Source: an optimization exercise on an open RTL-to-GDS flow (aim: small area, a short achievable clock period and few clock cycles). Production flows keep margins and buffers that such runs may drop.
Function was checked by simulation only, so behaviour that the tests miss may differ from the original.
Power and IR drop assume default switching activity.

==> module rio_fbdec, before the edit <==
module rio_fbdec (
    input  wire         clk,
    input  wire         rst,         
    input  wire         in_valid,
    output wire         in_ready,
    input  wire         fb_type,     
    input  wire [31:0]  raw,         
    input  wire [127:0] scale,       
    output reg          out_valid,
    output wire [127:0] pos_fb,      
    output reg  [63:0]  count,       
    output reg  [31:0]  old_count    
);
    localparam S_IDLE  = 2'd0;
    localparam S_PREP  = 2'd1;
    localparam S_PREP2 = 2'd2;
    localparam S_DIV   = 2'd3;
    function automatic [130:0] bk_carry130(input [129:0] a, input [129:0] b, input cin);
        reg [129:0] g, p;
        integer i, l;
        begin
            g = a & b;
            p = a ^ b;
            g[0] = g[0] | (p[0] & cin);
            for (l = 1; l < 130; l = l * 2)
                for (i = 2 * l - 1; i < 130; i = i + 2 * l) begin
                    g[i] = g[i] | (p[i] & g[i - l]);
                    p[i] = p[i] & p[i - l];
                end
            for (l = 64; l >= 1; l = l / 2)
                for (i = 3 * l - 1; i < 130; i = i + 2 * l) begin
                    g[i] = g[i] | (p[i] & g[i - l]);
                    p[i] = p[i] & p[i - l];
                end
            bk_carry130 = {g, cin};
        end
    endfunction
    function automatic [64:0] bk_carry64(input [63:0] a, input [63:0] b, input cin);
        reg [63:0] g, p;
        integer i, l;
        begin
            g = a & b;
            p = a ^ b;
            g[0] = g[0] | (p[0] & cin);
            for (l = 1; l < 64; l = l * 2)
                for (i = 2 * l - 1; i < 64; i = i + 2 * l) begin
                    g[i] = g[i] | (p[i] & g[i - l]);
                    p[i] = p[i] & p[i - l];
                end
            for (l = 16; l >= 1; l = l / 2)
                for (i = 3 * l - 1; i < 64; i = i + 2 * l) begin
                    g[i] = g[i] | (p[i] & g[i - l]);
                    p[i] = p[i] & p[i - l];
                end
            bk_carry64 = {g, cin};
        end
    endfunction
    function automatic [127:0] bk_below128(input [127:0] x);
        reg [127:0] p;
        integer i, l;
        begin
            p = x;
            for (l = 1; l < 128; l = l * 2)
                for (i = 2 * l - 1; i < 128; i = i + 2 * l)
                    p[i] = p[i] | p[i - l];
            for (l = 32; l >= 1; l = l / 2)
                for (i = 3 * l - 1; i < 128; i = i + 2 * l)
                    p[i] = p[i] | p[i - l];
            bk_below128 = {p[126:0], 1'b0};
        end
    endfunction
    reg [1:0]   state;
    reg         fin;         
    reg [7:0]   left;        
    reg         first;       
    reg         started;     
    reg         typ;         
    reg         dsign;       
    reg [127:0] dreg;        
    reg [129:0] t3;          
    reg [126:0] rem;         
    reg [127:0] q;           
    reg         neg;         
    reg         sat;         
    reg         shin_r;      
    reg         shin_0;      
    assign pos_fb = q;
    wire done = (state == S_DIV) && (sat || (!first && left == 8'd2));
    assign in_ready = (state == S_IDLE) || done;
    wire accept = in_valid && in_ready;
    wire [31:0]  opnd  = rem[31:0];
    wire [63:0]  add_b = {{32{opnd[31]}}, opnd};
    wire [64:0]  add_c = bk_carry64(count, add_b, 1'b0);
    wire [63:0]  sum   = count ^ add_b ^ add_c[63:0];
    wire [62:0]  m     = typ ? (t3[62:0] ^ {63{t3[63]}})           
                             : {31'd0, t3[31:0]};
    wire         dzero = ~dsign && (dreg == 128'd0);
    wire [127:0] dguard = {dreg[127:65], dreg[64] | dzero, dreg[63:0]};
    wire [129:0] x4  = {1'b0, rem, shin_r, shin_0};      
    wire [129:0] nd1 = {2'b11, ~dreg};                    
    wire [129:0] nd2 = {1'b1, ~dreg, ~dsign};             
    wire [129:0] nd3 = ~t3;                               
    wire [130:0] c1  = bk_carry130(x4, nd1, ~dsign);
    wire [130:0] c2  = bk_carry130(x4, nd2, ~dsign);
    wire [130:0] c3  = bk_carry130(x4, nd3, ~dsign);
    wire [129:0] s1  = x4 ^ nd1 ^ c1[129:0];
    wire [126:0] s2  = x4[126:0] ^ nd2[126:0] ^ c2[126:0];
    wire [126:0] s3  = x4[126:0] ^ nd3[126:0] ^ c3[126:0];
    wire         ge1 = c1[130];
    wire         ge2 = c2[130];
    wire         ge3 = c3[130];
    wire         qh  = ge2;                   
    wire         ql  = ge2 ? ge3 : ge1;       
    wire [126:0] rnext = ge2 ? (ge3 ? s3 : s2) : (ge1 ? s1[126:0] : x4[126:0]);
    wire [127:0] remx = {1'b0, rem};
    wire [31:0]  rnz, dnz;
    genvar g;
    generate
        for (g = 0; g < 32; g = g + 1) begin : g_nz
            assign rnz[g] = |remx[4*g+3:4*g];
            assign dnz[g] = |dreg[4*g+3:4*g];
        end
    endgenerate
    wire [34:0] dab;         
    assign dab[34:32] = 3'b000;
    generate
        for (g = 31; g >= 0; g = g - 1) begin : g_dab
            assign dab[g] = dab[g+1] | dnz[g];
        end
    endgenerate
    wire skip_ok = ~|(rnz & ~dab[34:3]);
    wire skip = !started && skip_ok && (left > 8'd8);
    wire [127:0] qfin = q ^ ({128{neg}} & bk_below128(q));
    always @(posedge clk) begin
        if (rst) begin
            state     <= S_IDLE;
            out_valid <= 1'b0;
            count     <= 64'd0;
            old_count <= 32'd0;
            q         <= 128'd0;
            fin       <= 1'b0;
        end else begin
            out_valid <= 1'b0;
            fin       <= 1'b0;
            if (fin) begin
                q         <= sat ? {neg, {127{~neg}}} : qfin;
                out_valid <= 1'b1;
            end
            case (state)
                S_PREP: begin
                    t3[63:0]  <= typ ? sum : {32'd0, rem[31:0]};
                    t3[95:64] <= rem[63:32];
                    dreg[64]  <= dreg[64] | dzero;
                    rem       <= dguard[126:0];
                    shin_r    <= dsign;
                    shin_0    <= dsign;
                    state     <= S_PREP2;
                end
                S_PREP2: begin
                    if (typ) begin
                        count     <= t3[63:0];
                        old_count <= t3[95:64];
                    end
                    rem      <= {64'd0, m};
                    t3       <= s1;
                    neg      <= (typ ? t3[63] : t3[95]) ^ dsign;
                    shin_r   <= typ;
                    shin_0   <= 1'b0;
                    q        <= 128'd0;
                    left     <= 8'd128;
                    first    <= 1'b1;
                    sat      <= 1'b0;
                    started  <= 1'b0;
                    state    <= S_DIV;
                end
                S_DIV: begin
                    first  <= 1'b0;
                    shin_r <= 1'b0;
                    if (first)
                        sat <= qh;
                    if (done) begin
                        fin   <= 1'b1;
                        state <= S_IDLE;
                    end
                    if (sat) begin
                    end else if (!first && skip) begin
                        rem  <= {rem[118:0], 8'd0};
                        left <= left - 8'd8;
                    end else begin
                        rem     <= rnext;
                        q       <= {q[125:0], qh, ql};
                        started <= started | qh | ql;
                        left    <= left - 8'd2;
                    end
                end
                default: state <= S_IDLE;
            endcase
            if (in_ready) begin
                dreg       <= scale ^ {128{scale[127]}};
                dsign      <= scale[127];
                typ        <= fb_type;
                rem[31:0]  <= fb_type ? raw - old_count : (raw[31] ? 32'd0 - raw : raw);
                rem[63:32] <= raw;
            end
            if (accept)
                state <= S_PREP;
        end
    end
endmodule
clock: 8.0 ns
lec_check: 0
abc_area: 1
cap_margin: 20
core_margin: 2
core_utilization: 60
setup_slack_margin: 4
slew_margin: 20
standard.sh (not shown) runs the stock make flow with config.mk's settings and CLKGATE_MAP_FILE= SYNTH_SCRIPT=/design/flow/synth_recipe.tcl, a recipe that flattens the netlist after the stock synthesis.
==> flow/flow/run.sh <==
#!/bin/bash
# The standard layout, except that the port buffers (one on every input
# and output port, as the standard flow inserts) use the smallest buffer cell
# instead of the delay buffer buffer_ports picks by default; repair_design
# and repair_timing still resize them where timing needs it.
# The make output goes to layout.log; ORFS keeps each step's log under orfs/logs.
set -euo pipefail
export BUFFER_PORTS_ARGS="-buffer_cell sky130_fd_sc_hd__buf_1"
bash standard.sh finish > layout.log 2>&1
The first run completed without violations.
Testbench counts at the start, summed over its fixed seeds: cycles 19,600.
Edit:
--- a/flow/design.v
+++ b/flow/design.v
@@ -12,8 +12,9 @@
     output reg  [31:0]  old_count    
 );
-    localparam S_IDLE  = 2'd0;
-    localparam S_PREP  = 2'd1;
-    localparam S_PREP2 = 2'd2;
-    localparam S_DIV   = 2'd3;
+    localparam S_IDLE  = 3'd0;
+    localparam S_PREP  = 3'd1;
+    localparam S_PREP2 = 3'd2;
+    localparam S_DIV   = 3'd3;
+    localparam S_FIN   = 3'd4;
     function automatic [130:0] bk_carry130(input [129:0] a, input [129:0] b, input cin);
         reg [129:0] g, p;
@@ -70,6 +71,5 @@
         end
     endfunction
-    reg [1:0]   state;
-    reg         fin;         
+    reg [2:0]   state;
     reg [7:0]   left;        
     reg         first;       
@@ -86,6 +86,5 @@
     reg         shin_0;      
     assign pos_fb = q;
-    wire done = (state == S_DIV) && (sat || (!first && left == 8'd2));
-    assign in_ready = (state == S_IDLE) || done;
+    assign in_ready = (state == S_IDLE) || (state == S_FIN);
     wire accept = in_valid && in_ready;
     wire [31:0]  opnd  = rem[31:0];
@@ -93,5 +92,5 @@
     wire [64:0]  add_c = bk_carry64(count, add_b, 1'b0);
     wire [63:0]  sum   = count ^ add_b ^ add_c[63:0];
-    wire [62:0]  m     = typ ? (t3[62:0] ^ {63{t3[63]}})           
+    wire [62:0]  m     = typ ? (count[62:0] ^ {63{count[63]}})     
                              : {31'd0, t3[31:0]};
     wire         dzero = ~dsign && (dreg == 128'd0);
@@ -139,30 +138,23 @@
             old_count <= 32'd0;
             q         <= 128'd0;
-            fin       <= 1'b0;
         end else begin
             out_valid <= 1'b0;
-            fin       <= 1'b0;
-            if (fin) begin
-                q         <= sat ? {neg, {127{~neg}}} : qfin;
-                out_valid <= 1'b1;
-            end
             case (state)
                 S_PREP: begin
-                    t3[63:0]  <= typ ? sum : {32'd0, rem[31:0]};
-                    t3[95:64] <= rem[63:32];
-                    dreg[64]  <= dreg[64] | dzero;
-                    rem       <= dguard[126:0];
-                    shin_r    <= dsign;
-                    shin_0    <= dsign;
-                    state     <= S_PREP2;
+                    if (typ) begin
+                        count     <= sum;
+                        old_count <= rem[63:32];
+                    end
+                    dreg[64] <= dreg[64] | dzero;
+                    rem      <= dguard[126:0];
+                    shin_r   <= dsign;
+                    shin_0   <= dsign;
+                    t3[32:0] <= {rem[63], rem[31:0]};       
+                    state    <= S_PREP2;
                 end
                 S_PREP2: begin
-                    if (typ) begin
-                        count     <= t3[63:0];
-                        old_count <= t3[95:64];
-                    end
                     rem      <= {64'd0, m};
                     t3       <= s1;
-                    neg      <= (typ ? t3[63] : t3[95]) ^ dsign;
+                    neg      <= (typ ? count[63] : t3[32]) ^ dsign;
                     shin_r   <= typ;
                     shin_0   <= 1'b0;
@@ -179,9 +171,6 @@
                     if (first)
                         sat <= qh;
-                    if (done) begin
-                        fin   <= 1'b1;
-                        state <= S_IDLE;
-                    end
                     if (sat) begin
+                        state <= S_FIN;
                     end else if (!first && skip) begin
                         rem  <= {rem[118:0], 8'd0};
@@ -192,5 +181,12 @@
                         started <= started | qh | ql;
                         left    <= left - 8'd2;
+                        if (left == 8'd2)
+                            state <= S_FIN;
                     end
+                end
+                S_FIN: begin
+                    q         <= sat ? {neg, {127{~neg}}} : qfin;
+                    out_valid <= 1'b1;
+                    state     <= S_IDLE;
                 end
                 default: state <= S_IDLE;
The changed run produced a clean layout. Area after synthesis goes down slightly. Global-route usage goes down by 1.8 points. Maximum frequency goes down by a few percent. Final area goes down slightly. Sequential power goes up slightly. Non-clock buffer count goes up by 7. Cell count goes down slightly. Combinational power goes down by roughly a tenth. Routed wire length goes down by a few percent.
Testbench counts after the change, summed over its fixed seeds: cycles 19,976.

## separate check: timing with driven ports
No port has a modelled driver above. Below, the same layouts with a new extraction and two added sets of constraints.
Step 1: set_driving_cell puts a clkbuf_16 on clk and a buf_2 on each other input, an assumption about the parent block.
Step 2 moves the port delays by t, midway between the first and last clock arrival at a register: inputs arrive t later, outputs are due t later. That takes back most of the time a late clock gives input paths.
Slacks: ideal ports / drivers / drivers and shift; pairs: ideal ports / drivers.
| run | t (ns) | setup WS [ns] | worst setup path after step 2 | worst register clock-pin slew, ns | worst data-port slew with drivers (ns) |
|---|---|---|---|---|---|
| the first run | 0.758 | 3.752 / 3.752 / 3.181 | input to register | 0.07 / 0.07 | 0.18 |
| the second run | 0.768 | 3.607 / 3.607 / 3.007 | input to register | 0.07 / 0.07 | 0.12 |
After both steps every run listed still meets setup and hold. The setup slack of the second run, which loses most, moves by 0.000 ns with the drivers and by -0.600 ns with both steps.
